This design comes from an exercise in tuning for small area, a short achievable clock period and few clock cycles per item on the open sky130 flow, not from production work.
The RTL was checked by simulation tests, not by an equivalence proof against the original design.

P:
// spidrv_core
module spidrv_core (
    input  wire        clk,
    input  wire        rst,
    input  wire        cfg_valid,
    output reg         cfg_ready,
    input  wire [31:0] cfg_in_min,
    input  wire [31:0] cfg_in_max,
    input  wire [31:0] cfg_out_min,
    input  wire [31:0] cfg_out_max,
    input  wire        cfg_little_endian,
    output reg         cfg_done,
    output reg  [2:0]  cfg_err,
    output reg  [31:0] cfg_scale,
    input  wire        s_valid,
    output reg         s_ready,
    input  wire [23:0] s_data,
    output reg         m_valid,
    input  wire        m_ready,
    output reg  [31:0] m_data
);
==> flow/config.mk <==
export PLATFORM = sky130hd
export DESIGN_NAME = spidrv_core
export DESIGN_NICKNAME = spidrv_core
export VERILOG_FILES = /design/flow/design.v
export SDC_FILE = /design/flow/constraint.sdc
export NUM_CORES = 4
export LEC_CHECK = 0
export CAP_MARGIN = 20
export CORE_MARGIN = 2
export CORE_UTILIZATION = 40
export SLEW_MARGIN = 20
==> flow/constraint.sdc <==
create_clock -name core_clock -period 32.0 [get_ports {clk}]
set_input_delay 6.4000 -clock core_clock [delete_from_list [all_inputs] [get_ports {clk}]]
set_output_delay 6.4000 -clock core_clock [all_outputs]
set_load 0.01 [all_outputs]
standard.sh (not shown) runs the stock make flow with config.mk's settings and CLKGATE_MAP_FILE= SYNTH_SCRIPT=/design/flow/synth_recipe.tcl, a recipe that flattens the netlist after the stock synthesis.
==> flow/flow/run.sh <==
#!/bin/bash
# Standard layout, with repair_timing asked to keep extra setup margin so that
# the critical paths are sized for speed (the clock and constraints are unchanged).
set -euo pipefail
bash standard.sh SETUP_SLACK_MARGIN=26 finish > standard_flow.log 2>&1
P: all stages complete, timing, DRC and antenna checks passed
Testbench counts of P, summed over its fixed seeds: cycles 21,600, items 19,200.
The following lists how R was set up differently from P:
==> flow/flow/run.sh <==
#!/bin/bash
# Standard layout, with repair_timing asked to keep extra setup margin so that
# the critical paths are sized for speed (the clock and constraints are unchanged).
set -euo pipefail
bash standard.sh SETUP_SLACK_MARGIN=24 finish > standard_flow.log 2>&1
## What came out
Sequential cell count came out exactly the same in R and P. Looking at register-to-register slack across both flows, R is the weaker of the two, with P ahead. R vs. P: final area decreased by 14% relative to the old numbers; pre-CTS worst setup slack decreased by 0.23 ns relative to the old numbers; number of standard cells in the layout, taps in and fillers out decreased by about 6% relative to the old numbers; layout-stage area growth over the synthesis result decreased by 18 points relative to the old numbers. R ended with every stage complete and zero timing, DRC or antenna violations. As far as number of I/O pins is concerned, P and R perform about the same. Compared with P, top achievable clock speed in R decreased slightly. Final period utilization for R: 0.40 points up relative to P. R vs P — per-cell via count in the routed design dropped 2.3%. In R, proportion of cell area occupied by multi-input gates is higher than in P.

Setup of main:
spidrv_core, a different RTL version from the one above (not shown whole).
For scale: about 5100 cells after synthesis, ~230 I/O pins, roughly 45000 sq um of cells after synthesis.
export LEC_CHECK = 0
export CAP_MARGIN = 20
export CORE_MARGIN = 2
export CORE_UTILIZATION = 40
export SLEW_MARGIN = 20
create_clock -name core_clock -period 32.0 [get_ports {clk}]
==> flow/flow/run.sh <==
#!/bin/bash
# Standard layout, with repair_timing asked to keep extra setup margin so that
# the critical paths are sized for speed (the clock and constraints are unchanged).
set -euo pipefail
bash standard.sh SETUP_SLACK_MARGIN=24 finish > standard_flow.log 2>&1
main finished every stage and its layout cleared the timing, DRC and antenna checks.
Testbench counts of main, summed over its fixed seeds: cycles 21,312, items 19,200.
--- input diff main..the feature branch ---
==> flow/run.sh (new file) <==
#!/bin/bash
# synth_recipe.tcl (not shown) runs the flow's synth.tcl, then flattens the netlist and writes it again
# the make line also repeats each setting of config.mk as NAME=value (left out here)
make -C /OpenROAD-flow-scripts/flow DESIGN_CONFIG=/design/flow/config.mk WORK_HOME=/design/flow/orfs CLKGATE_MAP_FILE= SYNTH_SCRIPT=/design/flow/synth_recipe.tcl finish
removed: flow/flow/run.sh
removed: flow/standard.sh
--- outcome ---
Per the comparison of the feature branch with main, total wire length after detailed routing dropped about 6.6%, worst path setup slack after routing dropped 3800 ps.
Taking main as the reference, in the feature branch via count of the first global-routing pass saw a decrease, global-route congestion overflow total saw little to no change.
Cell area after layout | the feature branch below main
Compared with main, the feature branch shows cell count lower by 309.

==> port drivers added, routing unchanged <==
Ports are ideal in the flow. The routed layouts listed here were re-timed in OpenROAD.
Step 1: set_driving_cell puts a clkbuf_16 on clk and a buf_2 on each other input, an assumption about the parent block.
Step 2, shift: input delay + t, output delay - t, t = (earliest + latest rising clock arrival at the registers) / 2. This alone moves slack from input paths to output paths.
a / b / c = ideal ports / drivers / drivers and shift; a / b = the first two.
run	shift t [ns]	setup WS [ns]	worst data-port slew with drivers (ns)
P	0.657	24.157 / 24.147 / 23.534	0.23
R	0.671	24.029 / 23.966 / 23.461	0.07
main	0.661	23.996 / 23.958 / 23.351	0.09
the feature branch	0.646	20.196 / 20.196 / 20.196	0.09
After both steps every run listed still meets setup and hold. For main, which loses most, drivers alone change the setup slack by -0.038 ns; drivers and shift together by -0.645 ns.
